This design comes from an exercise in tuning for small area, a short achievable clock period and few clock cycles per item on the open sky130 flow, not from production work. Where RTL was checked, it was by simulation tests only, not by an equivalence proof against the original. For run 1, only the layout was checked, not whether the RTL still works. Power figures rest on the tool's default switching activity, not on a simulated workload.

**flow/config.mk**
```make
export PLATFORM = sky130hd
export DESIGN_NAME = ntsc_csc
export DESIGN_NICKNAME = ntsc_csc
export VERILOG_FILES = /design/flow/design.v
export SDC_FILE = /design/flow/constraint.sdc
export NUM_CORES = 4
export LEC_CHECK = 0
export CAP_MARGIN = 20
export CORE_MARGIN = 2
export CORE_UTILIZATION = 40
export SETUP_SLACK_MARGIN = 5
export SLEW_MARGIN = 20
```
**flow/constraint.sdc**
```tcl
create_clock -name core_clock -period 10.5 [get_ports {clk}]
set_input_delay 2.1000 -clock core_clock [delete_from_list [all_inputs] [get_ports {clk}]]
set_output_delay 2.1000 -clock core_clock [all_outputs]
set_load 0.01 [all_outputs]
```
**flow/design.v**
```verilog
module ntsc_palette (
    input  wire [5:0]  index,
    output wire [23:0] rgb
);
    localparam [64*24-1:0] PAL = {
        24'h000000, 24'h000000, 24'hF8D8F8, 24'h00FCFC, 24'hB8F8D8, 24'hB8F8B8, 24'hD8F878, 24'hF8D878,
        24'hFCE0A8, 24'hF0D0B0, 24'hF8A4C0, 24'hF8B8F8, 24'hD8B8F8, 24'hB8B8F8, 24'hA4E4FC, 24'hFCFCFC,
        24'h000000, 24'h000000, 24'h787878, 24'h00E8D8, 24'h58F898, 24'h58D854, 24'hB8F818, 24'hF8B800,
        24'hFCA044, 24'hF87858, 24'hF85898, 24'hF878F8, 24'h9878F8, 24'h6888FC, 24'h3CBCFC, 24'hF8F8F8,
        24'h000000, 24'h000000, 24'h000000, 24'h008888, 24'h00A844, 24'h00A800, 24'h00B800, 24'hAC7C00,
        24'hE45C10, 24'hF83800, 24'hE40058, 24'hD800CC, 24'h6844FC, 24'h0058F8, 24'h0078F8, 24'hBCBCBC,
        24'h000000, 24'h000000, 24'h000000, 24'h004058, 24'h005800, 24'h006800, 24'h007800, 24'h503000,
        24'h881400, 24'hA81000, 24'hA80020, 24'h940084, 24'h4428BC, 24'h0000BC, 24'h0000FC, 24'h7C7C7C
    };
    assign rgb = PAL[index*24 +: 24];
endmodule
module ntsc_cand (
    input  wire [23:0] col,
    input  wire [2:0]  step,
    output reg  [6:0]  o
);
    always @(*) begin
        if (col[7:0] < 8'd97) begin
            if (col[23:16] < 8'd94) begin
                if (col[15:8] < 8'd96) begin
                    if (col[23:16] < 8'd61) begin
                        if (col[15:8] < 8'd44) begin
                            if (col[7:0] < 8'd36) begin
                                if (col[23:16] < 8'd29) begin
                                    o = 7'd77;
                                end else begin
                                    case (step)
                                        3'd0: o = 7'd8;
                                        default: o = 7'd77;
                                    endcase
                                end
                            end else begin
                                case (step)
                                    3'd0: o = 7'd8;
                                    3'd1: o = 7'd12;
                                    default: o = 7'd77;
                                endcase
                            end
                        end else begin
                            if (col[7:0] < 8'd65) begin
                                case (step)
                                    3'd0: o = 7'd8;
                                    3'd1: o = 7'd11;
                                    default: o = 7'd76;
                                endcase
                            end else begin
                                o = 7'd76;
                            end
                        end
                    end else begin
                        if (col[15:8] < 8'd48) begin
                            if (col[7:0] < 8'd65) begin
                                case (step)
                                    3'd0: o = 7'd7;
                                    default: o = 7'd72;
                                endcase
                            end else begin
                                case (step)
                                    3'd0: o = 7'd4;
                                    3'd1: o = 7'd7;
                                    3'd2: o = 7'd8;
                                    3'd3: o = 7'd12;
                                    default: o = 7'd109;
                                endcase
                            end
                        end else begin
                            if (col[7:0] < 8'd56) begin
                                o = 7'd72;
                            end else begin
                                case (step)
                                    3'd0: o = 7'd8;
                                    3'd1: o = 7'd12;
                                    default: o = 7'd109;
                                endcase
                            end
                        end
                    end
                end else begin
                    if (col[15:8] < 8'd145) begin
                        if (col[23:16] < 8'd54) begin
                            if (col[7:0] < 8'd35) begin
                                case (step)
                                    3'd0: o = 7'd9;
                                    default: o = 7'd74;
                                endcase
                            end else begin
                                case (step)
                                    3'd0: o = 7'd9;
                                    3'd1: o = 7'd10;
                                    3'd2: o = 7'd12;
                                    3'd3: o = 7'd27;
                                    default: o = 7'd92;
                                endcase
                            end
                        end else begin
                            if (col[7:0] < 8'd66) begin
                                case (step)
                                    3'd0: o = 7'd8;
                                    3'd1: o = 7'd9;
                                    3'd2: o = 7'd10;
                                    3'd3: o = 7'd12;
                                    3'd4: o = 7'd24;
                                    3'd5: o = 7'd27;
                                    3'd6: o = 7'd42;
                                    default: o = 7'd109;
                                endcase
                            end else begin
                                case (step)
                                    3'd0: o = 7'd12;
                                    3'd1: o = 7'd27;
                                    3'd2: o = 7'd28;
                                    default: o = 7'd109;
                                endcase
                            end
                        end
                    end else begin
                        if (col[15:8] < 8'd176) begin
                            if (col[23:16] < 8'd50) begin
                                if (col[7:0] < 8'd35) begin
                                    o = 7'd90;
                                end else begin
                                    o = 7'd91;
                                end
                            end else begin
                                case (step)
                                    3'd0: o = 7'd24;
                                    3'd1: o = 7'd26;
                                    3'd2: o = 7'd27;
                                    3'd3: o = 7'd42;
                                    default: o = 7'd109;
                                endcase
                            end
                        end else begin
                            if (col[7:0] < 8'd53) begin
                                if (col[7:0] < 8'd35) begin
                                    case (step)
                                        3'd0: o = 7'd25;
                                        default: o = 7'd106;
                                    endcase
                                end else begin
                                    case (step)
                                        3'd0: o = 7'd25;
                                        3'd1: o = 7'd27;
                                        default: o = 7'd106;
                                    endcase
                                end
                            end else begin
                                case (step)
                                    3'd0: o = 7'd27;
                                    default: o = 7'd106;
                                endcase
                            end
                        end
                    end
                end
            end else begin
                if (col[15:8] < 8'd88) begin
                    if (col[23:16] < 8'd165) begin
                        if (col[7:0] < 8'd50) begin
                            if (col[15:8] < 8'd71) begin
                                if (col[23:16] < 8'd128) begin
                                    case (step)
                                        3'd0: o = 7'd5;
                                        3'd1: o = 7'd7;
                                        default: o = 7'd72;
                                    endcase
                                end else begin
                                    case (step)
                                        3'd0: o = 7'd5;
                                        3'd1: o = 7'd6;
                                        default: o = 7'd71;
                                    endcase
                                end
                            end else begin
                                case (step)
                                    3'd0: o = 7'd7;
                                    3'd1: o = 7'd8;
                                    default: o = 7'd88;
                                endcase
                            end
                        end else begin
                            case (step)
                                3'd0: o = 7'd4;
                                3'd1: o = 7'd5;
                                3'd2: o = 7'd7;
                                3'd3: o = 7'd8;
                                3'd4: o = 7'd24;
                                default: o = 7'd109;
                            endcase
                        end
                    end else begin
                        if (col[23:16] < 8'd191) begin
                            if (col[7:0] < 8'd67) begin
                                if (col[15:8] < 8'd54) begin
                                    case (step)
                                        3'd0: o = 7'd5;
                                        default: o = 7'd70;
                                    endcase
                                end else begin
                                    case (step)
                                        3'd0: o = 7'd5;
                                        3'd1: o = 7'd6;
                                        3'd2: o = 7'd23;
                                        default: o = 7'd88;
                                    endcase
                                end
                            end else begin
                                case (step)
                                    3'd0: o = 7'd4;
                                    3'd1: o = 7'd5;
                                    3'd2: o = 7'd21;
                                    3'd3: o = 7'd23;
                                    3'd4: o = 7'd24;
                                    3'd5: o = 7'd38;
                                    default: o = 7'd109;
                                endcase
                            end
                        end else begin
                            if (col[7:0] < 8'd39) begin
                                if (col[23:16] < 8'd231) begin
                                    case (step)
                                        3'd0: o = 7'd5;
                                        3'd1: o = 7'd6;
                                        3'd2: o = 7'd21;
                                        3'd3: o = 7'd22;
                                        default: o = 7'd87;
                                    endcase
                                end else begin
                                    case (step)
                                        3'd0: o = 7'd21;
                                        3'd1: o = 7'd22;
                                        default: o = 7'd87;
                                    endcase
                                end
                            end else begin
                                if (col[7:0] < 8'd80) begin
                                    case (step)
                                        3'd0: o = 7'd5;
                                        3'd1: o = 7'd21;
                                        3'd2: o = 7'd22;
                                        3'd3: o = 7'd23;
                                        default: o = 7'd102;
                                    endcase
                                end else begin
                                    case (step)
                                        3'd0: o = 7'd21;
                                        default: o = 7'd102;
                                    endcase
                                end
                            end
                        end
                    end
                end else begin
                    if (col[15:8] < 8'd166) begin
                        if (col[23:16] < 8'd171) begin
                            if (col[15:8] < 8'd135) begin
                                if (col[23:16] < 8'd125) begin
                                    if (col[7:0] < 8'd60) begin
                                        case (step)
                                            3'd0: o = 7'd8;
                                            3'd1: o = 7'd24;
                                            default: o = 7'd109;
                                        endcase
                                    end else begin
                                        o = 7'd109;
                                    end
                                end else begin
                                    case (step)
                                        3'd0: o = 7'd0;
                                        3'd1: o = 7'd24;
                                        default: o = 7'd109;
                                    endcase
                                end
                            end else begin
                                case (step)
                                    3'd0: o = 7'd0;
                                    3'd1: o = 7'd24;
                                    3'd2: o = 7'd42;
                                    default: o = 7'd109;
                                endcase
                            end
                        end else begin
                            if (col[7:0] < 8'd42) begin
                                if (col[15:8] < 8'd122) begin
                                    case (step)
                                        3'd0: o = 7'd23;
                                        default: o = 7'd88;
                                    endcase
                                end else begin
                                    case (step)
                                        3'd0: o = 7'd23;
                                        3'd1: o = 7'd24;
                                        3'd2: o = 7'd39;
                                        default: o = 7'd104;
                                    endcase
                                end
                            end else begin
                                if (col[23:16] < 8'd208) begin
                                    case (step)
                                        3'd0: o = 7'd0;
                                        3'd1: o = 7'd23;
                                        3'd2: o = 7'd24;
                                        3'd3: o = 7'd38;
                                        3'd4: o = 7'd39;
                                        default: o = 7'd109;
                                    endcase
                                end else begin
                                    case (step)
                                        3'd0: o = 7'd23;
                                        3'd1: o = 7'd38;
                                        default: o = 7'd103;
                                    endcase
                                end
                            end
                        end
                    end else begin
                        if (col[23:16] < 8'd182) begin
                            if (col[15:8] < 8'd195) begin
                                if (col[23:16] < 8'd164) begin
                                    case (step)
                                        3'd0: o = 7'd0;
                                        3'd1: o = 7'd24;
                                        3'd2: o = 7'd41;
                                        default: o = 7'd106;
                                    endcase
                                end else begin
                                    case (step)
                                        3'd0: o = 7'd0;
                                        3'd1: o = 7'd24;
                                        3'd2: o = 7'd39;
                                        3'd3: o = 7'd41;
                                        3'd4: o = 7'd42;
                                        default: o = 7'd121;
                                    endcase
                                end
                            end else begin
                                if (col[7:0] < 8'd79) begin
                                    case (step)
                                        3'd0: o = 7'd41;
                                        default: o = 7'd106;
                                    endcase
                                end else begin
                                    case (step)
                                        3'd0: o = 7'd41;
                                        3'd1: o = 7'd42;
                                        default: o = 7'd121;
                                    endcase
                                end
                            end
                        end else begin
                            if (col[7:0] < 8'd32) begin
                                case (step)
                                    3'd0: o = 7'd24;
                                    3'd1: o = 7'd40;
                                    default: o = 7'd105;
                                endcase
                            end else begin
                                if (col[7:0] < 8'd57) begin
                                    case (step)
                                        3'd0: o = 7'd24;
                                        3'd1: o = 7'd39;
                                        3'd2: o = 7'd40;
                                        3'd3: o = 7'd41;
                                        3'd4: o = 7'd56;
                                        default: o = 7'd121;
                                    endcase
                                end else begin
                                    case (step)
                                        3'd0: o = 7'd39;
                                        3'd1: o = 7'd41;
                                        3'd2: o = 7'd56;
                                        default: o = 7'd121;
                                    endcase
                                end
                            end
                        end
                    end
                end
            end
        end else begin
            if (col[23:16] < 8'd164) begin
                if (col[15:8] < 8'd126) begin
                    if (col[23:16] < 8'd84) begin
                        if (col[7:0] < 8'd185) begin
                            if (col[23:16] < 8'd54) begin
                                if (col[15:8] < 8'd68) begin
                                    case (step)
                                        3'd0: o = 7'd2;
                                        3'd1: o = 7'd3;
                                        default: o = 7'd76;
                                    endcase
                                end else begin
                                    if (col[7:0] < 8'd162) begin
                                        case (step)
                                            3'd0: o = 7'd3;
                                            3'd1: o = 7'd12;
                                            default: o = 7'd92;
                                        endcase
                                    end else begin
                                        case (step)
                                            3'd0: o = 7'd2;
                                            3'd1: o = 7'd3;
                                            3'd2: o = 7'd18;
                                            default: o = 7'd92;
                                        endcase
                                    end
                                end
                            end else begin
                                if (col[15:8] < 8'd87) begin
                                    case (step)
                                        3'd0: o = 7'd3;
                                        3'd1: o = 7'd4;
                                        3'd2: o = 7'd12;
                                        default: o = 7'd109;
                                    endcase
                                end else begin
                                    case (step)
                                        3'd0: o = 7'd0;
                                        3'd1: o = 7'd3;
                                        3'd2: o = 7'd12;
                                        3'd3: o = 7'd28;
                                        3'd4: o = 7'd34;
                                        default: o = 7'd109;
                                    endcase
                                end
                            end
                        end else begin
                            if (col[15:8] < 8'd96) begin
                                if (col[23:16] < 8'd46) begin
                                    if (col[7:0] < 8'd220) begin
                                        case (step)
                                            3'd0: o = 7'd2;
                                            3'd1: o = 7'd3;
                                            default: o = 7'd82;
                                        endcase
                                    end else begin
                                        case (step)
                                            3'd0: o = 7'd1;
                                            3'd1: o = 7'd3;
                                            default: o = 7'd82;
                                        endcase
                                    end
                                end else begin
                                    if (col[7:0] < 8'd204) begin
                                        o = 7'd67;
                                    end else begin
                                        case (step)
                                            3'd0: o = 7'd1;
                                            3'd1: o = 7'd3;
                                            3'd2: o = 7'd18;
                                            default: o = 7'd83;
                                        endcase
                                    end
                                end
                            end else begin
                                if (col[15:8] < 8'd104) begin
                                    case (step)
                                        3'd0: o = 7'd3;
                                        3'd1: o = 7'd18;
                                        3'd2: o = 7'd19;
                                        3'd3: o = 7'd28;
                                        default: o = 7'd98;
                                    endcase
                                end else begin
                                    if (col[7:0] < 8'd213) begin
                                        case (step)
                                            3'd0: o = 7'd3;
                                            3'd1: o = 7'd17;
                                            3'd2: o = 7'd28;
                                            default: o = 7'd98;
                                        endcase
                                    end else begin
                                        case (step)
                                            3'd0: o = 7'd17;
                                            default: o = 7'd98;
                                        endcase
                                    end
                                end
                            end
                        end
                    end else begin
                        if (col[7:0] < 8'd179) begin
                            if (col[15:8] < 8'd107) begin
                                if (col[15:8] < 8'd46) begin
                                    case (step)
                                        3'd0: o = 7'd3;
                                        default: o = 7'd68;
                                    endcase
                                end else begin
                                    if (col[15:8] < 8'd71) begin
                                        case (step)
                                            3'd0: o = 7'd0;
                                            3'd1: o = 7'd3;
                                            3'd2: o = 7'd4;
                                            default: o = 7'd109;
                                        endcase
                                    end else begin
                                        if (col[7:0] < 8'd136) begin
                                            if (col[23:16] < 8'd125) begin
                                                o = 7'd109;
                                            end else begin
                                                case (step)
                                                    3'd0: o = 7'd0;
                                                    default: o = 7'd109;
                                                endcase
                                            end
                                        end else begin
                                            case (step)
                                                3'd0: o = 7'd0;
                                                3'd1: o = 7'd3;
                                                default: o = 7'd109;
                                            endcase
                                        end
                                    end
                                end
                            end else begin
                                case (step)
                                    3'd0: o = 7'd0;
                                    default: o = 7'd109;
                                endcase
                            end
                        end else begin
                            if (col[15:8] < 8'd103) begin
                                if (col[23:16] < 8'd112) begin
                                    case (step)
                                        3'd0: o = 7'd0;
                                        3'd1: o = 7'd3;
                                        default: o = 7'd83;
                                    endcase
                                end else begin
                                    if (col[15:8] < 8'd58) begin
                                        case (step)
                                            3'd0: o = 7'd3;
                                            3'd1: o = 7'd4;
                                            3'd2: o = 7'd19;
                                            default: o = 7'd84;
                                        endcase
                                    end else begin
                                        if (col[7:0] < 8'd204) begin
                                            case (step)
                                                3'd0: o = 7'd0;
                                                3'd1: o = 7'd3;
                                                3'd2: o = 7'd4;
                                                3'd3: o = 7'd19;
                                                3'd4: o = 7'd20;
                                                default: o = 7'd99;
                                            endcase
                                        end else begin
                                            case (step)
                                                3'd0: o = 7'd19;
                                                default: o = 7'd99;
                                            endcase
                                        end
                                    end
                                end
                            end else begin
                                if (col[7:0] < 8'd199) begin
                                    case (step)
                                        3'd0: o = 7'd0;
                                        3'd1: o = 7'd3;
                                        3'd2: o = 7'd34;
                                        default: o = 7'd99;
                                    endcase
                                end else begin
                                    case (step)
                                        3'd0: o = 7'd34;
                                        default: o = 7'd99;
                                    endcase
                                end
                            end
                        end
                    end
                end else begin
                    if (col[23:16] < 8'd94) begin
                        if (col[7:0] < 8'd174) begin
                            if (col[23:16] < 8'd56) begin
                                if (col[15:8] < 8'd162) begin
                                    case (step)
                                        3'd0: o = 7'd27;
                                        default: o = 7'd92;
                                    endcase
                                end else begin
                                    case (step)
                                        3'd0: o = 7'd27;
                                        3'd1: o = 7'd28;
                                        3'd2: o = 7'd42;
                                        3'd3: o = 7'd43;
                                        default: o = 7'd108;
                                    endcase
                                end
                            end else begin
                                if (col[15:8] < 8'd183) begin
                                    case (step)
                                        3'd0: o = 7'd0;
                                        3'd1: o = 7'd27;
                                        3'd2: o = 7'd28;
                                        3'd3: o = 7'd33;
                                        3'd4: o = 7'd42;
                                        3'd5: o = 7'd43;
                                        default: o = 7'd109;
                                    endcase
                                end else begin
                                    case (step)
                                        3'd0: o = 7'd42;
                                        default: o = 7'd107;
                                    endcase
                                end
                            end
                        end else begin
                            if (col[15:8] < 8'd186) begin
                                if (col[7:0] < 8'd198) begin
                                    case (step)
                                        3'd0: o = 7'd0;
                                        3'd1: o = 7'd17;
                                        3'd2: o = 7'd28;
                                        3'd3: o = 7'd33;
                                        3'd4: o = 7'd34;
                                        3'd5: o = 7'd43;
                                        default: o = 7'd108;
                                    endcase
                                end else begin
                                    case (step)
                                        3'd0: o = 7'd17;
                                        3'd1: o = 7'd33;
                                        3'd2: o = 7'd34;
                                        default: o = 7'd108;
                                    endcase
                                end
                            end else begin
                                if (col[7:0] < 8'd227) begin
                                    if (col[23:16] < 8'd18) begin
                                        o = 7'd108;
                                    end else begin
                                        case (step)
                                            3'd0: o = 7'd33;
                                            3'd1: o = 7'd43;
                                            default: o = 7'd108;
                                        endcase
                                    end
                                end else begin
                                    if (col[23:16] < 8'd68) begin
                                        case (step)
                                            3'd0: o = 7'd33;
                                            3'd1: o = 7'd44;
                                            default: o = 7'd124;
                                        endcase
                                    end else begin
                                        case (step)
                                            3'd0: o = 7'd33;
                                            default: o = 7'd107;
                                        endcase
                                    end
                                end
                            end
                        end
                    end else begin
                        if (col[7:0] < 8'd181) begin
                            if (col[15:8] < 8'd163) begin
                                if (col[7:0] < 8'd144) begin
                                    case (step)
                                        3'd0: o = 7'd0;
                                        default: o = 7'd109;
                                    endcase
                                end else begin
                                    if (col[23:16] < 8'd96) begin
                                        case (step)
                                            3'd0: o = 7'd0;
                                            default: o = 7'd109;
                                        endcase
                                    end else begin
                                        case (step)
                                            3'd0: o = 7'd0;
                                            default: o = 7'd80;
                                        endcase
                                    end
                                end
                            end else begin
                                if (col[7:0] < 8'd142) begin
                                    if (col[23:16] < 8'd135) begin
                                        case (step)
                                            3'd0: o = 7'd0;
                                            3'd1: o = 7'd42;
                                            3'd2: o = 7'd43;
                                            default: o = 7'd109;
                                        endcase
                                    end else begin
                                        case (step)
                                            3'd0: o = 7'd0;
                                            3'd1: o = 7'd16;
                                            3'd2: o = 7'd42;
                                            3'd3: o = 7'd43;
                                            3'd4: o = 7'd57;
                                            default: o = 7'd122;
                                        endcase
                                    end
                                end else begin
                                    if (col[15:8] < 8'd193) begin
                                        case (step)
                                            3'd0: o = 7'd0;
                                            3'd1: o = 7'd16;
                                            default: o = 7'd107;
                                        endcase
                                    end else begin
                                        case (step)
                                            3'd0: o = 7'd16;
                                            3'd1: o = 7'd43;
                                            default: o = 7'd122;
                                        endcase
                                    end
                                end
                            end
                        end else begin
                            if (col[15:8] < 8'd204) begin
                                if (col[15:8] < 8'd173) begin
                                    if (col[23:16] < 8'd113) begin
                                        case (step)
                                            3'd0: o = 7'd0;
                                            default: o = 7'd98;
                                        endcase
                                    end else begin
                                        case (step)
                                            3'd0: o = 7'd0;
                                            3'd1: o = 7'd16;
                                            3'd2: o = 7'd34;
                                            3'd3: o = 7'd35;
                                            default: o = 7'd114;
                                        endcase
                                    end
                                end else begin
                                    case (step)
                                        3'd0: o = 7'd0;
                                        3'd1: o = 7'd16;
                                        3'd2: o = 7'd33;
                                        3'd3: o = 7'd34;
                                        3'd4: o = 7'd43;
                                        3'd5: o = 7'd49;
                                        default: o = 7'd114;
                                    endcase
                                end
                            end else begin
                                if (col[23:16] < 8'd118) begin
                                    case (step)
                                        3'd0: o = 7'd33;
                                        3'd1: o = 7'd43;
                                        default: o = 7'd113;
                                    endcase
                                end else begin
                                    if (col[7:0] < 8'd218) begin
                                        case (step)
                                            3'd0: o = 7'd16;
                                            3'd1: o = 7'd43;
                                            3'd2: o = 7'd49;
                                            3'd3: o = 7'd58;
                                            default: o = 7'd123;
                                        endcase
                                    end else begin
                                        case (step)
                                            3'd0: o = 7'd49;
                                            default: o = 7'd123;
                                        endcase
                                    end
                                end
                            end
                        end
                    end
                end
            end else begin
                if (col[15:8] < 8'd198) begin
                    if (col[15:8] < 8'd113) begin
                        if (col[7:0] < 8'd186) begin
                            if (col[23:16] < 8'd207) begin
                                if (col[7:0] < 8'd143) begin
                                    if (col[15:8] < 8'd65) begin
                                        case (step)
                                            3'd0: o = 7'd4;
                                            3'd1: o = 7'd21;
                                            default: o = 7'd101;
                                        endcase
                                    end else begin
                                        case (step)
                                            3'd0: o = 7'd0;
                                            3'd1: o = 7'd4;
                                            3'd2: o = 7'd21;
                                            3'd3: o = 7'd37;
                                            3'd4: o = 7'd38;
                                            default: o = 7'd109;
                                        endcase
                                    end
                                end else begin
                                    case (step)
                                        3'd0: o = 7'd0;
                                        3'd1: o = 7'd4;
                                        3'd2: o = 7'd20;
                                        3'd3: o = 7'd35;
                                        default: o = 7'd101;
                                    endcase
                                end
                            end else begin
                                if (col[15:8] < 8'd66) begin
                                    case (step)
                                        3'd0: o = 7'd20;
                                        3'd1: o = 7'd21;
                                        3'd2: o = 7'd37;
                                        default: o = 7'd102;
                                    endcase
                                end else begin
                                    case (step)
                                        3'd0: o = 7'd37;
                                        default: o = 7'd102;
                                    endcase
                                end
                            end
                        end else begin
                            if (col[23:16] < 8'd201) begin
                                case (step)
                                    3'd0: o = 7'd19;
                                    3'd1: o = 7'd20;
                                    3'd2: o = 7'd35;
                                    default: o = 7'd101;
                                endcase
                            end else begin
                                if (col[15:8] < 8'd41) begin
                                    o = 7'd84;
                                end else begin
                                    case (step)
                                        3'd0: o = 7'd20;
                                        3'd1: o = 7'd36;
                                        default: o = 7'd101;
                                    endcase
                                end
                            end
                        end
                    end else begin
                        if (col[7:0] < 8'd197) begin
                            if (col[7:0] < 8'd148) begin
                                if (col[15:8] < 8'd150) begin
                                    case (step)
                                        3'd0: o = 7'd0;
                                        3'd1: o = 7'd16;
                                        3'd2: o = 7'd37;
                                        3'd3: o = 7'd38;
                                        default: o = 7'd117;
                                    endcase
                                end else begin
                                    if (col[23:16] < 8'd197) begin
                                        case (step)
                                            3'd0: o = 7'd0;
                                            3'd1: o = 7'd16;
                                            3'd2: o = 7'd38;
                                            3'd3: o = 7'd39;
                                            3'd4: o = 7'd56;
                                            default: o = 7'd121;
                                        endcase
                                    end else begin
                                        case (step)
                                            3'd0: o = 7'd16;
                                            3'd1: o = 7'd38;
                                            3'd2: o = 7'd39;
                                            3'd3: o = 7'd53;
                                            3'd4: o = 7'd54;
                                            default: o = 7'd120;
                                        endcase
                                    end
                                end
                            end else begin
                                if (col[15:8] < 8'd157) begin
                                    case (step)
                                        3'd0: o = 7'd0;
                                        3'd1: o = 7'd16;
                                        3'd2: o = 7'd35;
                                        3'd3: o = 7'd37;
                                        default: o = 7'd117;
                                    endcase
                                end else begin
                                    if (col[23:16] < 8'd207) begin
                                        o = 7'd80;
                                    end else begin
                                        case (step)
                                            3'd0: o = 7'd16;
                                            3'd1: o = 7'd53;
                                            default: o = 7'd118;
                                        endcase
                                    end
                                end
                            end
                        end else begin
                            if (col[23:16] < 8'd201) begin
                                if (col[15:8] < 8'd155) begin
                                    case (step)
                                        3'd0: o = 7'd16;
                                        3'd1: o = 7'd35;
                                        3'd2: o = 7'd50;
                                        default: o = 7'd117;
                                    endcase
                                end else begin
                                    case (step)
                                        3'd0: o = 7'd16;
                                        default: o = 7'd114;
                                    endcase
                                end
                            end else begin
                                if (col[7:0] < 8'd228) begin
                                    case (step)
                                        3'd0: o = 7'd16;
                                        3'd1: o = 7'd36;
                                        3'd2: o = 7'd51;
                                        3'd3: o = 7'd52;
                                        3'd4: o = 7'd53;
                                        default: o = 7'd118;
                                    endcase
                                end else begin
                                    if (col[23:16] < 8'd233) begin
                                        case (step)
                                            3'd0: o = 7'd36;
                                            default: o = 7'd115;
                                        endcase
                                    end else begin
                                        case (step)
                                            3'd0: o = 7'd36;
                                            default: o = 7'd116;
                                        endcase
                                    end
                                end
                            end
                        end
                    end
                end else begin
                    if (col[7:0] < 8'd210) begin
                        if (col[7:0] < 8'd201) begin
                            if (col[7:0] < 8'd163) begin
                                if (col[7:0] < 8'd135) begin
                                    if (col[23:16] < 8'd197) begin
                                        case (step)
                                            3'd0: o = 7'd16;
                                            default: o = 7'd121;
                                        endcase
                                    end else begin
                                        case (step)
                                            3'd0: o = 7'd56;
                                            default: o = 7'd121;
                                        endcase
                                    end
                                end else begin
                                    case (step)
                                        3'd0: o = 7'd16;
                                        3'd1: o = 7'd54;
                                        3'd2: o = 7'd55;
                                        3'd3: o = 7'd56;
                                        3'd4: o = 7'd57;
                                        default: o = 7'd122;
                                    endcase
                                end
                            end else begin
                                if (col[23:16] < 8'd203) begin
                                    case (step)
                                        3'd0: o = 7'd16;
                                        default: o = 7'd122;
                                    endcase
                                end else begin
                                    if (col[23:16] < 8'd231) begin
                                        case (step)
                                            3'd0: o = 7'd16;
                                            3'd1: o = 7'd54;
                                            3'd2: o = 7'd55;
                                            default: o = 7'd122;
                                        endcase
                                    end else begin
                                        case (step)
                                            3'd0: o = 7'd54;
                                            default: o = 7'd119;
                                        endcase
                                    end
                                end
                            end
                        end else begin
                            if (col[23:16] < 8'd228) begin
                                case (step)
                                    3'd0: o = 7'd16;
                                    3'd1: o = 7'd54;
                                    default: o = 7'd123;
                                endcase
                            end else begin
                                case (step)
                                    3'd0: o = 7'd32;
                                    3'd1: o = 7'd54;
                                    3'd2: o = 7'd55;
                                    default: o = 7'd123;
                                endcase
                            end
                        end
                    end else begin
                        if (col[15:8] < 8'd232) begin
                            if (col[23:16] < 8'd226) begin
                                if (col[23:16] < 8'd208) begin
                                    case (step)
                                        3'd0: o = 7'd16;
                                        3'd1: o = 7'd49;
                                        3'd2: o = 7'd50;
                                        3'd3: o = 7'd51;
                                        3'd4: o = 7'd59;
                                        default: o = 7'd125;
                                    endcase
                                end else begin
                                    if (col[7:0] < 8'd217) begin
                                        case (step)
                                            3'd0: o = 7'd16;
                                            3'd1: o = 7'd51;
                                            3'd2: o = 7'd54;
                                            3'd3: o = 7'd59;
                                            default: o = 7'd125;
                                        endcase
                                    end else begin
                                        case (step)
                                            3'd0: o = 7'd51;
                                            3'd1: o = 7'd59;
                                            default: o = 7'd125;
                                        endcase
                                    end
                                end
                            end else begin
                                if (col[15:8] < 8'd207) begin
                                    case (step)
                                        3'd0: o = 7'd51;
                                        3'd1: o = 7'd52;
                                        3'd2: o = 7'd54;
                                        default: o = 7'd125;
                                    endcase
                                end else begin
                                    if (col[7:0] < 8'd215) begin
                                        case (step)
                                            3'd0: o = 7'd54;
                                            default: o = 7'd125;
                                        endcase
                                    end else begin
                                        o = 7'd125;
                                    end
                                end
                            end
                        end else begin
                            if (col[23:16] < 8'd227) begin
                                case (step)
                                    3'd0: o = 7'd32;
                                    3'd1: o = 7'd49;
                                    3'd2: o = 7'd54;
                                    default: o = 7'd123;
                                endcase
                            end else begin
                                if (col[15:8] < 8'd236) begin
                                    case (step)
                                        3'd0: o = 7'd32;
                                        default: o = 7'd118;
                                    endcase
                                end else begin
                                    case (step)
                                        3'd0: o = 7'd32;
                                        default: o = 7'd112;
                                    endcase
                                end
                            end
                        end
                    end
                end
            end
        end
    end
endmodule
module ntsc_palk (
    input  wire [5:0]  index,
    output wire [14:0] k
);
    localparam [64*15-1:0] K = {
        15'd24576,
        15'd24576,
        15'd3368,
        15'd8700,
        15'd6824,
        15'd8424,
        15'd9256,
        15'd9256,
        15'd6838,
        15'd8096,
        15'd8918,
        15'd4968,
        15'd6824,
        15'd8424,
        15'd6778,
        15'd762,
        15'd24576,
        15'd24576,
        15'd19176,
        15'd12016,
        15'd13032,
        15'd16894,
        15'd12584,
        15'd12656,
        15'd12860,
        15'd14120,
        15'd13032,
        15'd7400,
        15'd12200,
        15'd12974,
        15'd11770,
        15'd1512,
        15'd24576,
        15'd24576,
        15'd24576,
        15'd19952,
        15'd20470,
        15'd21048,
        15'd20344,
        15'd18956,
        15'd16988,
        15'd16496,
        15'd17110,
        15'd13542,
        15'd14708,
        15'd15920,
        15'd15088,
        15'd11322,
        15'd24576,
        15'd24576,
        15'd24576,
        15'd23096,
        15'd23608,
        15'd23224,
        15'd22776,
        15'd23488,
        15'd22214,
        15'd21016,
        15'd20920,
        15'd19660,
        15'd19380,
        15'd20158,
        15'd16638,
        15'd18810
    };
    assign k = K[index*15 +: 15];
endmodule
module ntsc_pack (
    input  wire [23:0] c,
    output wire [15:0] w
);
    localparam [256*5-1:0] Q5 = {
        5'd31,
        5'd31,
        5'd31,
        5'd31,
        5'd31,
        5'd30,
        5'd30,
        5'd30,
        5'd30,
        5'd30,
        5'd30,
        5'd30,
        5'd30,
        5'd29,
        5'd29,
        5'd29,
        5'd29,
        5'd29,
        5'd29,
        5'd29,
        5'd29,
        5'd28,
        5'd28,
        5'd28,
        5'd28,
        5'd28,
        5'd28,
        5'd28,
        5'd28,
        5'd27,
        5'd27,
        5'd27,
        5'd27,
        5'd27,
        5'd27,
        5'd27,
        5'd27,
        5'd27,
        5'd26,
        5'd26,
        5'd26,
        5'd26,
        5'd26,
        5'd26,
        5'd26,
        5'd26,
        5'd25,
        5'd25,
        5'd25,
        5'd25,
        5'd25,
        5'd25,
        5'd25,
        5'd25,
        5'd24,
        5'd24,
        5'd24,
        5'd24,
        5'd24,
        5'd24,
        5'd24,
        5'd24,
        5'd23,
        5'd23,
        5'd23,
        5'd23,
        5'd23,
        5'd23,
        5'd23,
        5'd23,
        5'd22,
        5'd22,
        5'd22,
        5'd22,
        5'd22,
        5'd22,
        5'd22,
        5'd22,
        5'd22,
        5'd21,
        5'd21,
        5'd21,
        5'd21,
        5'd21,
        5'd21,
        5'd21,
        5'd21,
        5'd20,
        5'd20,
        5'd20,
        5'd20,
        5'd20,
        5'd20,
        5'd20,
        5'd20,
        5'd19,
        5'd19,
        5'd19,
        5'd19,
        5'd19,
        5'd19,
        5'd19,
        5'd19,
        5'd18,
        5'd18,
        5'd18,
        5'd18,
        5'd18,
        5'd18,
        5'd18,
        5'd18,
        5'd18,
        5'd17,
        5'd17,
        5'd17,
        5'd17,
        5'd17,
        5'd17,
        5'd17,
        5'd17,
        5'd16,
        5'd16,
        5'd16,
        5'd16,
        5'd16,
        5'd16,
        5'd16,
        5'd16,
        5'd15,
        5'd15,
        5'd15,
        5'd15,
        5'd15,
        5'd15,
        5'd15,
        5'd15,
        5'd14,
        5'd14,
        5'd14,
        5'd14,
        5'd14,
        5'd14,
        5'd14,
        5'd14,
        5'd13,
        5'd13,
        5'd13,
        5'd13,
        5'd13,
        5'd13,
        5'd13,
        5'd13,
        5'd13,
        5'd12,
        5'd12,
        5'd12,
        5'd12,
        5'd12,
        5'd12,
        5'd12,
        5'd12,
        5'd11,
        5'd11,
        5'd11,
        5'd11,
        5'd11,
        5'd11,
        5'd11,
        5'd11,
        5'd10,
        5'd10,
        5'd10,
        5'd10,
        5'd10,
        5'd10,
        5'd10,
        5'd10,
        5'd9,
        5'd9,
        5'd9,
        5'd9,
        5'd9,
        5'd9,
        5'd9,
        5'd9,
        5'd9,
        5'd8,
        5'd8,
        5'd8,
        5'd8,
        5'd8,
        5'd8,
        5'd8,
        5'd8,
        5'd7,
        5'd7,
        5'd7,
        5'd7,
        5'd7,
        5'd7,
        5'd7,
        5'd7,
        5'd6,
        5'd6,
        5'd6,
        5'd6,
        5'd6,
        5'd6,
        5'd6,
        5'd6,
        5'd5,
        5'd5,
        5'd5,
        5'd5,
        5'd5,
        5'd5,
        5'd5,
        5'd5,
        5'd4,
        5'd4,
        5'd4,
        5'd4,
        5'd4,
        5'd4,
        5'd4,
        5'd4,
        5'd4,
        5'd3,
        5'd3,
        5'd3,
        5'd3,
        5'd3,
        5'd3,
        5'd3,
        5'd3,
        5'd2,
        5'd2,
        5'd2,
        5'd2,
        5'd2,
        5'd2,
        5'd2,
        5'd2,
        5'd1,
        5'd1,
        5'd1,
        5'd1,
        5'd1,
        5'd1,
        5'd1,
        5'd1,
        5'd0,
        5'd0,
        5'd0,
        5'd0,
        5'd0
    };
    localparam [256*6-1:0] Q6 = {
        6'd63,
        6'd63,
        6'd63,
        6'd62,
        6'd62,
        6'd62,
        6'd62,
        6'd61,
        6'd61,
        6'd61,
        6'd61,
        6'd60,
        6'd60,
        6'd60,
        6'd60,
        6'd59,
        6'd59,
        6'd59,
        6'd59,
        6'd58,
        6'd58,
        6'd58,
        6'd58,
        6'd57,
        6'd57,
        6'd57,
        6'd57,
        6'd56,
        6'd56,
        6'd56,
        6'd56,
        6'd55,
        6'd55,
        6'd55,
        6'd55,
        6'd54,
        6'd54,
        6'd54,
        6'd54,
        6'd53,
        6'd53,
        6'd53,
        6'd53,
        6'd52,
        6'd52,
        6'd52,
        6'd52,
        6'd51,
        6'd51,
        6'd51,
        6'd51,
        6'd50,
        6'd50,
        6'd50,
        6'd50,
        6'd49,
        6'd49,
        6'd49,
        6'd49,
        6'd48,
        6'd48,
        6'd48,
        6'd48,
        6'd47,
        6'd47,
        6'd47,
        6'd47,
        6'd46,
        6'd46,
        6'd46,
        6'd46,
        6'd45,
        6'd45,
        6'd45,
        6'd45,
        6'd44,
        6'd44,
        6'd44,
        6'd44,
        6'd43,
        6'd43,
        6'd43,
        6'd43,
        6'd42,
        6'd42,
        6'd42,
        6'd42,
        6'd42,
        6'd41,
        6'd41,
        6'd41,
        6'd41,
        6'd40,
        6'd40,
        6'd40,
        6'd40,
        6'd39,
        6'd39,
        6'd39,
        6'd39,
        6'd38,
        6'd38,
        6'd38,
        6'd38,
        6'd37,
        6'd37,
        6'd37,
        6'd37,
        6'd36,
        6'd36,
        6'd36,
        6'd36,
        6'd35,
        6'd35,
        6'd35,
        6'd35,
        6'd34,
        6'd34,
        6'd34,
        6'd34,
        6'd33,
        6'd33,
        6'd33,
        6'd33,
        6'd32,
        6'd32,
        6'd32,
        6'd32,
        6'd31,
        6'd31,
        6'd31,
        6'd31,
        6'd30,
        6'd30,
        6'd30,
        6'd30,
        6'd29,
        6'd29,
        6'd29,
        6'd29,
        6'd28,
        6'd28,
        6'd28,
        6'd28,
        6'd27,
        6'd27,
        6'd27,
        6'd27,
        6'd26,
        6'd26,
        6'd26,
        6'd26,
        6'd25,
        6'd25,
        6'd25,
        6'd25,
        6'd24,
        6'd24,
        6'd24,
        6'd24,
        6'd23,
        6'd23,
        6'd23,
        6'd23,
        6'd22,
        6'd22,
        6'd22,
        6'd22,
        6'd21,
        6'd21,
        6'd21,
        6'd21,
        6'd21,
        6'd20,
        6'd20,
        6'd20,
        6'd20,
        6'd19,
        6'd19,
        6'd19,
        6'd19,
        6'd18,
        6'd18,
        6'd18,
        6'd18,
        6'd17,
        6'd17,
        6'd17,
        6'd17,
        6'd16,
        6'd16,
        6'd16,
        6'd16,
        6'd15,
        6'd15,
        6'd15,
        6'd15,
        6'd14,
        6'd14,
        6'd14,
        6'd14,
        6'd13,
        6'd13,
        6'd13,
        6'd13,
        6'd12,
        6'd12,
        6'd12,
        6'd12,
        6'd11,
        6'd11,
        6'd11,
        6'd11,
        6'd10,
        6'd10,
        6'd10,
        6'd10,
        6'd9,
        6'd9,
        6'd9,
        6'd9,
        6'd8,
        6'd8,
        6'd8,
        6'd8,
        6'd7,
        6'd7,
        6'd7,
        6'd7,
        6'd6,
        6'd6,
        6'd6,
        6'd6,
        6'd5,
        6'd5,
        6'd5,
        6'd5,
        6'd4,
        6'd4,
        6'd4,
        6'd4,
        6'd3,
        6'd3,
        6'd3,
        6'd3,
        6'd2,
        6'd2,
        6'd2,
        6'd2,
        6'd1,
        6'd1,
        6'd1,
        6'd1,
        6'd0,
        6'd0,
        6'd0
    };
    assign w = {Q5[c[23:16]*5 +: 5], Q6[c[15:8]*6 +: 6], Q5[c[7:0]*5 +: 5]};
endmodule
module ntsc_unpack (
    input  wire [15:0] w,
    output wire [23:0] c
);
    localparam [32*8-1:0] E5 = {
        8'd255,
        8'd247,
        8'd239,
        8'd230,
        8'd222,
        8'd214,
        8'd206,
        8'd197,
        8'd189,
        8'd181,
        8'd173,
        8'd165,
        8'd156,
        8'd148,
        8'd140,
        8'd132,
        8'd123,
        8'd115,
        8'd107,
        8'd99,
        8'd90,
        8'd82,
        8'd74,
        8'd66,
        8'd58,
        8'd49,
        8'd41,
        8'd33,
        8'd25,
        8'd16,
        8'd8,
        8'd0
    };
    localparam [64*8-1:0] E6 = {
        8'd255,
        8'd251,
        8'd247,
        8'd243,
        8'd239,
        8'd235,
        8'd231,
        8'd227,
        8'd223,
        8'd219,
        8'd215,
        8'd210,
        8'd206,
        8'd202,
        8'd198,
        8'd194,
        8'd190,
        8'd186,
        8'd182,
        8'd178,
        8'd174,
        8'd170,
        8'd166,
        8'd162,
        8'd158,
        8'd154,
        8'd150,
        8'd146,
        8'd142,
        8'd138,
        8'd134,
        8'd130,
        8'd125,
        8'd121,
        8'd117,
        8'd113,
        8'd109,
        8'd105,
        8'd101,
        8'd97,
        8'd93,
        8'd89,
        8'd85,
        8'd81,
        8'd77,
        8'd73,
        8'd69,
        8'd65,
        8'd61,
        8'd57,
        8'd53,
        8'd49,
        8'd45,
        8'd40,
        8'd36,
        8'd32,
        8'd28,
        8'd24,
        8'd20,
        8'd16,
        8'd12,
        8'd8,
        8'd4,
        8'd0
    };
    assign c = {E5[w[15:11]*8 +: 8], E6[w[10:5]*8 +: 8], E5[w[4:0]*8 +: 8]};
endmodule
module ntsc_csc (
    input  wire        clk,
    input  wire        rst,
    input  wire        in_valid,
    output wire        in_ready,
    input  wire [1:0]  in_op,
    input  wire [31:0] in_data,
    output wire        out_valid,
    input  wire        out_ready,
    output wire [31:0] out_data,
    output wire        out_err
);
    localparam OP_DECODE = 2'd0;
    localparam OP_ENCODE = 2'd1;
    localparam OP_PACK   = 2'd2;
    localparam OP_UNPACK = 2'd3;
    reg         qa_v, qb_v;
    reg  [23:0] qa_d, qb_d;
    reg         qa_e, qb_e;
    wire        adv = !qb_v;
    reg         v0;
    reg  [1:0]  op0;
    reg  [23:0] d0;
    reg         e0;
    reg         v1;
    reg  [1:0]  op1;
    reg  [23:0] d1;
    reg         e1;
    reg  [2:0]  step1;
    reg  [5:0]  idx1;
    reg         first1, last1;
    reg         sel1;        
    wire        done1 = !v1 | last1;
    wire        take0 = adv & done1;
    assign in_ready = adv & (!v0 | done1);
    always @(posedge clk) begin
        if (rst) begin
            v0 <= 1'b0;
        end else if (in_ready) begin
            v0 <= in_valid;
        end
    end
    always @(posedge clk) begin
        if (in_ready) begin
            op0 <= in_op;
            d0  <= in_data[23:0];
            e0  <= |in_data[31:6];
        end
    end
    wire [23:0] ccol  = sel1 ? d0 : d1;
    wire [2:0]  cstep = sel1 ? 3'd0 : step1;
    wire [6:0]  cand;
    ntsc_cand u_cand (.col(ccol), .step(cstep), .o(cand));
    always @(posedge clk) begin
        if (rst) begin
            v1 <= 1'b0;
        end else if (take0) begin
            v1 <= v0;
        end
    end
    always @(posedge clk) begin
        if (rst) begin
            sel1 <= 1'b1;
        end else if (adv) begin
            sel1 <= done1 ? (!v0 | (op0 != OP_ENCODE) | cand[6]) : cand[6];
        end
    end
    always @(posedge clk) begin
        if (adv) begin
            if (done1) begin
                op1    <= op0;
                d1     <= d0;
                e1     <= e0;
                step1  <= 3'd1;
                first1 <= 1'b1;
                idx1   <= (op0 == OP_ENCODE) ? cand[5:0] : d0[5:0];
                last1  <= (op0 == OP_ENCODE) ? cand[6] : 1'b1;
            end else begin
                step1  <= step1 + 3'd1;
                first1 <= 1'b0;
                idx1   <= cand[5:0];
                last1  <= cand[6];
            end
        end
    end
    wire [23:0] prgb;
    wire [14:0] pk;
    ntsc_palette u_pal (.index(idx1), .rgb(prgb));
    ntsc_palk    u_pk  (.index(idx1), .k(pk));
    wire [9:0]  r3 = {2'b00, d1[23:16]} + {1'b0, d1[23:16], 1'b0};
    wire [9:0]  g3 = {2'b00, d1[15:8]}  + {1'b0, d1[15:8], 1'b0};
    wire [9:0]  b3 = {2'b00, d1[7:0]}   + {1'b0, d1[7:0], 1'b0};
    function [9:0] pick(input [1:0] dig, input [7:0] c, input [9:0] c3);
        case (dig)
            2'd0:    pick = 10'd0;
            2'd1:    pick = {2'b00, c};
            2'd2:    pick = {1'b0, c, 1'b0};
            default: pick = c3;
        endcase
    endfunction
    function [33:0] csa(input [16:0] a, input [16:0] b, input [16:0] c);
        csa = {(a & b | a & c | b & c) << 1, a ^ b ^ c};
    endfunction
    wire [16:0] row0 = {7'd0, pick(prgb[19:18], d1[23:16], r3)};
    wire [16:0] row1 = {5'd0, pick(prgb[21:20], d1[23:16], r3), 2'd0};
    wire [16:0] row2 = {3'd0, pick(prgb[23:22], d1[23:16], r3), 4'd0};
    wire [16:0] row3 = {7'd0, pick(prgb[11:10], d1[15:8], g3)};
    wire [16:0] row4 = {5'd0, pick(prgb[13:12], d1[15:8], g3), 2'd0};
    wire [16:0] row5 = {3'd0, pick(prgb[15:14], d1[15:8], g3), 4'd0};
    wire [16:0] row6 = {7'd0, pick(prgb[3:2], d1[7:0], b3)};
    wire [16:0] row7 = {5'd0, pick(prgb[5:4], d1[7:0], b3), 2'd0};
    wire [16:0] row8 = {3'd0, pick(prgb[7:6], d1[7:0], b3), 4'd0};
    wire [33:0] l1a = csa(row0, row1, row2);
    wire [33:0] l1b = csa(row3, row4, row5);
    wire [33:0] l1c = csa(row6, row7, row8);
    wire [33:0] l2a = csa(l1a[16:0], l1a[33:17], l1b[16:0]);
    wire [33:0] l2b = csa(l1b[33:17], l1c[16:0], l1c[33:17]);
    wire [33:0] l3a = csa(l2a[16:0], l2a[33:17], l2b[16:0]);
    wire [15:0] packed565;
    wire [23:0] unpacked;
    ntsc_pack   u_pack   (.c(d1), .w(packed565));
    ntsc_unpack u_unpack (.w(d1[15:0]), .c(unpacked));
    reg  [23:0] r1;
    always @(*) begin
        case (op1)
            OP_DECODE: r1 = e1 ? 24'd0 : prgb;
            OP_ENCODE: r1 = {1'b0, idx1, l3a[16:0]};
            OP_PACK:   r1 = {8'd0, packed565};
            default:   r1 = unpacked;
        endcase
    end
    reg         v2;
    reg         enc2, first2, last2, err2;
    reg  [23:0] d2;
    reg  [16:1] c2, e2;
    reg  [14:0] k2;
    always @(posedge clk) begin
        if (rst) begin
            v2 <= 1'b0;
        end else if (adv) begin
            v2 <= v1;
        end
    end
    always @(posedge clk) begin
        if (adv) begin
            enc2   <= (op1 == OP_ENCODE);
            first2 <= first1;
            last2  <= last1;
            err2   <= e1 & (op1 == OP_DECODE);
            d2     <= r1;
            c2     <= l3a[33:18];
            e2     <= l2b[33:18];
            k2     <= pk;
        end
    end
    reg  [16:0] best;
    reg  [5:0]  bidx;
    wire [16:0] score2 = d2[16:0] + {c2, 1'b0} + {e2, 1'b0} + {2'b00, k2};
    wire [17:0] diff2  = {1'b0, d2[16:0]} + {1'b0, c2, 1'b0} + {1'b0, e2, 1'b0} + {3'b000, k2} + {1'b1, ~best};
    wire        better = first2 | !diff2[17];
    always @(posedge clk) begin
        if (adv & v2 & enc2 & better) begin
            best <= score2;
            bidx <= d2[22:17];
        end
    end
    wire        push   = adv & v2 & (!enc2 | last2);
    wire [23:0] push_d = enc2 ? {18'd0, better ? d2[22:17] : bidx} : d2;
    wire        push_e = !enc2 & err2;
    wire        pop    = qa_v & out_ready;
    always @(posedge clk) begin
        if (rst) begin
            qa_v <= 1'b0;
            qb_v <= 1'b0;
        end else begin
            qa_v <= qb_v | push | (qa_v & !out_ready);
            qb_v <= qa_v & !out_ready & (qb_v | push);
        end
    end
    always @(posedge clk) begin
        if (!qa_v | out_ready) begin
            qa_d <= qb_v ? qb_d : push_d;
            qa_e <= qb_v ? qb_e : push_e;
        end
        if (!qb_v) begin
            qb_d <= push_d;
            qb_e <= push_e;
        end
    end
    assign out_valid = qa_v;
    assign out_data  = {8'd0, qa_d};
    assign out_err   = qa_e;
endmodule
```
**flow/run.sh**
```bash
#!/bin/bash
# synth_recipe.tcl (not shown) runs the flow's synth.tcl, then flattens the netlist and writes it again
# the make line also repeats each setting of config.mk as NAME=value (left out here)
make -C /OpenROAD-flow-scripts/flow DESIGN_CONFIG=/design/flow/config.mk WORK_HOME=/design/flow/orfs CLKGATE_MAP_FILE= SYNTH_SCRIPT=/design/flow/synth_recipe.tcl finish
```
==> impl_metrics.env, run 1 <==
export IMPL_outcome="finished clean"
export IMPL_cts_sinks=210
export IMPL_setup_viol=0
export IMPL_final_antenna_net_count=0
export IMPL_rsz0062_at_grt="yes"
export IMPL_worstMarginPinSlew_ps=1280
export IMPL_final_common_cell="a21oi_1"
export IMPL_layout_common_cells="a21oi_1, nor2_1, nand2_1, o21ai_0, inv_1"
export IMPL_gp_congestion=1.060
export IMPL_r2r_cells=16
export IMPL_regArea_um2=6001
export IMPL_drt_first_pass_iters=8
export IMPL_htree_levels=1
export IMPL_fin_crit_sh_pct=51.25
export IMPL_fin_hold_ws_ps=421.4
export IMPL_antenna_found_initial=5
export IMPL_power_per_cell_area_nw_per_um2=247.0
export IMPL_drt_iter0_drc=3964
export IMPL_drive_gt1_share_pct=9.141
export IMPL_die_width_um=252.0
export IMPL_totalWireLength_um=113700
export IMPL_placed_area_um2=25840
export IMPL_synthCells=3132
export IMPL_rr_startpoint="idx1[4]"
export IMPL_grt_pass1_vias=23740
export IMPL_netlist_area_um2=24610
export IMPL_dp_hpwl_um=86560
export IMPL_path_clk_slew_ps=60
export IMPL_ys_warn_count=2
export IMPL_cts_path_max_buffers=3
export IMPL_timing_setup_tns_ps=0
export IMPL_area_delta_synth_final_pct=9.809
export IMPL_synth_async_reset_ratio_pct=0
export IMPL_cts_buffers=26
export IMPL_io_pins=73
export IMPL_die_y_um=252.0
export IMPL_slew_headroom_pct=14.66
export IMPL_wl_per_cell_um=29.29
export IMPL_ys_ff_latch=210
export IMPL_r2r_setup_slack_ps=5120
export IMPL_worstSkewPairLatency_ps=560
export IMPL_row_count=90
export IMPL_utilization_pct=44.60
export IMPL_coreArea_um2=60580
export IMPL_num_fill_cells=6053
export IMPL_worst_setup_path_type="flip-flop to flip-flop"
export IMPL_grt_overflow=0
export IMPL_cts_tree="built"
export IMPL_maxSlewViolCount=0
export IMPL_viasPerCell=6.683
export IMPL_min_from="first1"
export IMPL_synth_distinct_cells=109
export IMPL_multi_input_area_um2=16910
export IMPL_finalHoldViolations=0
export IMPL_nets=3320
export IMPL_cp_end_kind="flip-flop"
export IMPL_hp_class="flip-flop to flip-flop"
export IMPL_final_area_um2=27020
export IMPL_drv_cap=0
export IMPL_p_total_mw=6.674
export IMPL_die_area_um2=63510
export IMPL_cp_arrival_ps=5670
export IMPL_vias=25940
export IMPL_grt_max_degree=159
export IMPL_crit_path_start_kind="flip-flop"
export IMPL_min_path_cells=0
export IMPL_yosysSeqAreaShare_pct=24.37
export IMPL_postCtsHoldBufs=0
export IMPL_clock_skew_ps=17.68
export IMPL_clock_tree_root_cell="clkbuf_16"
export IMPL_reg2reg_to="d2[4]"
export IMPL_initial_core_util_pct=40.62
export IMPL_track_usage_pct=34.58
export IMPL_grt_pass1_wl_um=163300
export IMPL_syn_avg_cell_area_um2=7.856
export IMPL_drc=0
export IMPL_leakage_nw=10.39
export IMPL_fmax_ghz=0.1858
export IMPL_min_period_ps=5381
export IMPL_required_ps=10790
export IMPL_irDropWorstVdd_mv=0.2133
export IMPL_synth_edf_count=179
export IMPL_holdPathEnd="first2"
export IMPL_worst_path_max_fanout=46
export IMPL_yosys_most_used_dff="edfxtp_1"
export IMPL_io_buffers=64
## timing repair
action,in CTS,in global routing
setup buffers,1,15
endpoints found under the setup margin,21,41
pin swaps,0,1
resized for setup,10,33
## metrics by stage
stage	instances	setup WS, ps
2_1_floorplan	3139	5060
3_3_place_gp	3813	4484
3_5_place_dp	3813	4258
4_1_cts	3860	4997
5_1_grt	3878	4911
6_report	3882	5119
## flip-flops by register name, indices dropped and copies added (netlist names), 2 cells and up
signal  count
best       17
bidx        6
c2         14
d0         24
d1         24
d2         24
e2         10
idx1        6
k2         14
op0         2
op1         2
qa_d       24
qb_d       24
step1       3
## report_power, final
part           internal, mW  switching [mW]  total (mW)
Sequential             1.23           0.138        1.37
Clock                 0.512           0.380       0.892
Combinational          1.74            2.67        4.41
Total                  3.48            3.19        6.67
## metal layers
layer  vias up  wire, µm  track usage (%)
met2      1724     46080            48.65
met1     12590     49060            50.13
li1      11410         -                -
met3       210     14830            11.05
met5         -        23                0
met4         4      3687            10.08
## synth_stat cells (12+ instances only)
master	count	area [µm²]
a211oi_1	61	457.9
a21o_1	31	232.7
a21oi_1	341	1707
a221oi_1	19	166.4
a22o_1	15	131.4
a22oi_1	16	120.1
a311oi_1	24	210.2
a31oi_1	51	319.1
and2_1	22	137.6
buf_1	28	105.1
buf_2	24	120.1
buf_4	15	112.6
clkbuf_1	181	679.4
dfxtp_1	31	620.6
edfxtp_1	179	5375
fa_1	93	1862
ha_1	111	1389
inv_1	198	743.2
mux2_2	14	157.7
mux2i_1	88	880.8
nand2_1	275	1032
nand2b_1	24	150.1
nand3_1	57	285.3
nand3b_1	14	105.1
nand4_1	21	131.4
nor2_1	310	1164
nor2b_1	29	181.4
nor3_1	91	455.4
nor3b_1	14	105.1
nor4_1	26	162.7
o2111ai_1	12	105.1
o211ai_1	56	420.4
o21a_1	16	120.1
o21ai_0	252	1261
o21ai_1	22	110.1
o21bai_1	21	157.7
o221ai_1	15	131.4
o22ai_1	30	187.7
o311ai_0	13	113.9
o31ai_1	26	195.2
or2_2	14	87.58
or3_1	13	81.33
xnor2_1	25	219.0
xor2_1	14	122.6
## how the worst max path moves through the flow
stage	to	start
floorplan	best[0]	d2[11]
global placement	d2[4]	idx1[1]
detailed placement	d2[4]	idx1[1]
CTS	d2[4]	idx1[1]
global route	d2[4]	idx1[4]
finish	d2[4]	idx1[4]
## worst max-delay path, stage by stage (launching register included)
cell,delay (ps)
edfxtp_1,320
buf_4,380
buf_6,400
clkinvlp_4,410
nor2_1,260
nor3_1,70
a21oi_1,140
a21oi_1,90
nor2_1,150
a21oi_2,120
and2_1,300
a21oi_1,270
fa_1,540
fa_1,600
inv_1,70
fa_1,460
mux4_2,470
## area by class of cell
class / instances / area share [%]
clock buffers: 31 / 2.630
inverters: 201 / 2.829
repair buffers: 172 / 5.571
diodes: 4 / 0.03705
multi-input cells: 2467 / 62.59
flip-flops and latches: 210 / 22.21
clock inverters: 15 / 0.5140
well taps: 782 / 3.621
## cell families after synthesis
kind of cell / synth area share [%]
AOI/OAI and AO/OA: 29.66
and+or+nand+nor: 18.47
buffers and inverters: 7.785
DFF: 24.37
adders and majority gates: 13.21
muxes: 5.105
xor gates and xnor gates: 1.388
other: 0.01524
==> inputs of run 2 (changes only) <==
--- a/flow/design.v
+++ b/flow/design.v
@@ -1787,6 +1787,6 @@
     localparam OP_UNPACK = 2'd3;
-    reg         qa_v, qb_v;
-    reg  [23:0] qa_d, qb_d;
-    reg         qa_e, qb_e;
-    wire        adv = !qb_v;
+    reg         ov;
+    reg  [23:0] od;
+    reg         oe;
+    wire        adv = !ov | out_ready;
     reg         v0;
@@ -1927,3 +1927,2 @@
     reg  [16:0] best;
-    reg  [5:0]  bidx;
     wire [16:0] score2 = d2[16:0] + {c2, 1'b0} + {e2, 1'b0} + {2'b00, k2};
@@ -1932,18 +1931,6 @@
     always @(posedge clk) begin
-        if (adv & v2 & enc2 & better) begin
-            best <= score2;
-            bidx <= d2[22:17];
-        end
-    end
-    wire        push   = adv & v2 & (!enc2 | last2);
-    wire [23:0] push_d = enc2 ? {18'd0, better ? d2[22:17] : bidx} : d2;
-    wire        push_e = !enc2 & err2;
-    wire        pop    = qa_v & out_ready;
-    always @(posedge clk) begin
         if (rst) begin
-            qa_v <= 1'b0;
-            qb_v <= 1'b0;
-        end else begin
-            qa_v <= qb_v | push | (qa_v & !out_ready);
-            qb_v <= qa_v & !out_ready & (qb_v | push);
+            ov <= 1'b0;
+        end else if (adv) begin
+            ov <= v2 & (!enc2 | last2);
         end
@@ -1951,14 +1938,18 @@
     always @(posedge clk) begin
-        if (!qa_v | out_ready) begin
-            qa_d <= qb_v ? qb_d : push_d;
-            qa_e <= qb_v ? qb_e : push_e;
-        end
-        if (!qb_v) begin
-            qb_d <= push_d;
-            qb_e <= push_e;
+        if (adv & v2) begin
+            if (enc2) begin
+                oe <= 1'b0;
+                if (better) begin
+                    best <= score2;
+                    od   <= {18'd0, d2[22:17]};
+                end
+            end else begin
+                oe <= err2;
+                od <= d2;
+            end
         end
     end
-    assign out_valid = qa_v;
-    assign out_data  = {8'd0, qa_d};
-    assign out_err   = qa_e;
+    assign out_valid = ov;
+    assign out_data  = {8'd0, od};
+    assign out_err   = oe;
 endmodule
--- a/flow/config.mk
+++ b/flow/config.mk
@@ -7,2 +7,3 @@
 export LEC_CHECK = 0
+export ABC_CLOCK_PERIOD_IN_PS = 5000
 export CAP_MARGIN = 20
==> impl_metrics.env, run 2 <==
export IMPL_drc=0
export IMPL_p_seq_share_pct=17.3
export IMPL_worstSkewPairLatency_ps=490
export IMPL_yosysSeqAreaShare_pct=22.59
export IMPL_cts_tree="built"
export IMPL_clock_skew_ps=29.79
export IMPL_min_period_ps=5435
export IMPL_fin_crit_sh_pct=51.77
export IMPL_yosys_most_used_dff="edfxtp_1"
export IMPL_synth_top_area_share_pct=22.17
export IMPL_synth_async_reset_ratio_pct=0
export IMPL_maxSlewViolCount=0
export IMPL_netlist_area_um2=23440
export IMPL_syn_avg_cell_area_um2=7.836
export IMPL_cts_path_max_buffers=2
export IMPL_initial_core_util_pct=40.55
export IMPL_worstMarginPinSlew_ps=1170
export IMPL_timing_setup_tns_ps=0
export IMPL_viasPerCell=6.690
export IMPL_track_usage_pct=34.75
export IMPL_grt_overflow=0
export IMPL_die_y_um=246.1
export IMPL_drv_cap=0
export IMPL_worst_setup_path_type="input port to output port"
export IMPL_hp_class="flip-flop to flip-flop"
export IMPL_p_switching_mw=3.599
export IMPL_slew_headroom_pct=21.30
export IMPL_power_per_cell_area_nw_per_um2=275.5
export IMPL_synth_top_cell_by_area="edfxtp_1"
export IMPL_cts_buffers=17
export IMPL_r2r_setup_slack_ps=5120
export IMPL_netSwitchingFraction_pct=51.15
export IMPL_post_place_ws_ps=4338
export IMPL_grt_pass1_vias=22880
export IMPL_final_common_cell="a21oi_1"
export IMPL_io_buffers=64
export IMPL_layout_common_cells="a21oi_1, nor2_1, nand2_1, o21ai_0, inv_1"
export IMPL_final_area_um2=25550
export IMPL_io_pins=73
export IMPL_path_clk_slew_ps=80
export IMPL_crit_path_start_kind="input port"
export IMPL_drive_gt1_share_pct=8.519
export IMPL_dp_hpwl_um=82130
export IMPL_placed_area_um2=24700
export IMPL_gp_congestion=1.060
export IMPL_wl_per_cell_um=28.79
export IMPL_ys_ff_latch=178
export IMPL_cp_arrival_ps=3340
export IMPL_nets=3185
export IMPL_cts_sinks=178
export IMPL_combPwrFrac_pct=73.1
export IMPL_row_count=88
export IMPL_fmax_ghz=0.1840
export IMPL_internal_power_mw=3.437
export IMPL_r2r_cells=11
export IMPL_grt_pass1_wl_um=155900
export IMPL_final_antenna_net_count=0
export IMPL_irDropWorstVdd_mv=0.3542
export IMPL_min_from="e0"
export IMPL_synth_most_common_cell="a21oi_1"
export IMPL_die_width_um=246.1
export IMPL_postCtsHoldBufs=0
export IMPL_leakage_nw=9.796
export IMPL_totalWireLength_um=107200
export IMPL_min_path_cells=0
export IMPL_htree_levels=4
export IMPL_vias=24920
export IMPL_p_clk_share_pct=9.6
export IMPL_clock_tree_root_cell="clkbuf_16"
export IMPL_antenna_found_initial=4
export IMPL_startpoint="out_ready"
export IMPL_rr_startpoint="sel1"
export IMPL_area_delta_synth_final_pct=8.996
export IMPL_ys_warn_count=2
export IMPL_die_area_um2=60550
export IMPL_synthCells=2991
export IMPL_synth_distinct_cells=116
export IMPL_grt_max_degree=95
export IMPL_setup_viol=0
export IMPL_setup_ws_ps=5065
export IMPL_worst_path_max_fanout=14
export IMPL_synth_edf_count=173
export IMPL_finalHoldViolations=0
export IMPL_required_ps=8400
export IMPL_synth_area_leaders="edfxtp_1, fa_1, a21oi_1"
export IMPL_drt_first_pass_iters=7
export IMPL_coreArea_um2=57810
export IMPL_outcome="finished clean"
export IMPL_rsz0062_at_grt="yes"
export IMPL_yosys_top_cells_count="a21oi_1, nor2_1, nand2_1"
export IMPL_drt_iter0_drc=3852
export IMPL_cp_end_kind="output port"
run 2: cell count changes after synthesis, moves of 11 or more:
cell / delta
nor3_1: -30
nand3_1: +14
nor2_1: -20
clkbuf_1: -34
a21oi_1: -37
buf_2: +11
dfxtp_1: -26
nor2b_1: +18
run 2: worst paths after layout:
| kind | to |
|---|---|
| hold / removal | e1 |
| setup reg to reg | idx1[0] |
| hold reg to reg | e1 |
| setup / recovery | in_ready |
run 2: critical path, stage by stage:
cell,delay [ps]
clkdlybuf4s50_1,440
nor2b_4,230
a21oi_4,60
buf_12,180
dlygate4sd2_1,300
run 2: layout make-up:
class,instances,area [µm²]
Antenna cell,1,2.502
Clock buffer,17,425.4
Clock inverter,15,197.7
Fill cell,5841,32260
Inverter,200,754.5
Multi-Input combinational cell,2387,16490
Sequential cell,178,5299
Tap cell,765,957.2
Timing Repair Buffer,161,1420
run 2: power groups by stage:
stage | sequential (mW) | combinational, mW | clock [mW]
after floorplan | 1.18 | 3.55 | 0
after global placement | 1.23 | 4.92 | 0
after detailed placement | 1.24 | 5.02 | 0
after CTS | 1.22 | 5.05 | 0.692
after global routing | 1.23 | 5.71 | 0.716
final | 1.22 | 5.14 | 0.676
run 2: per-layer routing:
metal	share of wire, %	global-route usage [%]	wire length [µm]	up-vias
li1	-	-	-	10930
met3	12	9.259	13140	216
met2	41	48.84	43660	1630
met5	0.016	0	17	-
met1	44	50.98	46730	12140
met4	3.4	11.32	3673	2
run 2: per-stage QoR:
stage	std cells	hold WS, ps	total power [mW]	utilization [%]
floorplan	2998	400.3	4.723	-
global placement	3680	411.9	6.149	42.74
detailed placement	3680	409.8	6.254	42.74
CTS	3717	419.5	6.964	43.99
global route	3723	435.3	7.666	44.19
finish	3724	415.3	7.037	44.19
run 2: timing repair:
action,in CTS,in global routing
hold endpoints to repair,0,0
cloned,1,0
pin swaps,0,0
buffers inserted,4,5
resized for setup,13,20
setup endpoints to repair,17,12
run 2: logic make-up (layout without fill, tap and decap cells):
group / Yosys count / after routing / share of synthesized area [%]
AOI/OAI and AO/OA: 1097 / 1097 / 30.42
xor gates and xnor gates: 39 / 39 / 1.457
adders and majority gates: 203 / 203 / 13.81
buffers and inverters: 433 / 393 / 7.698
DFF: 178 / 178 / 22.59
muxes: 108 / 108 / 5.248
other: 1 / 9 / 0.01600
and+or+nand+nor: 932 / 932 / 18.76
Testbench counts of run 2, summed over its fixed seeds: cycles 2,981, items 2,048.

[port drivers added, routing unchanged]
How much do the figures lean on ideal ports? The routed layouts below were timed once more, with nothing changed but the port constraints. Step 1: set_driving_cell puts a clkbuf_16 on clk and a buf_2 on each other input, an assumption about the parent block. Step 2 adds t to the input delays and takes it off the output delays; t is the mean of the earliest and latest rising clock arrival at the registers after step 1. Input paths then give back, and output paths get back, about the clock's delay inside the block. Three values: ideal, step 1, step 2; two values: the first two.
run | t, ns | setup slack, ns | worst slew at a driven data input, ns
run 1 | 0.616 | 5.119 / 5.119 / 5.119 | 0.06
run 2 | 0.536 | 5.065 / 5.042 / 5.042 | 0.06
After both steps every run listed still meets setup and hold. The setup slack of run 2, which loses most, moves by -0.023 ns with the drivers and by -0.023 ns with both steps.
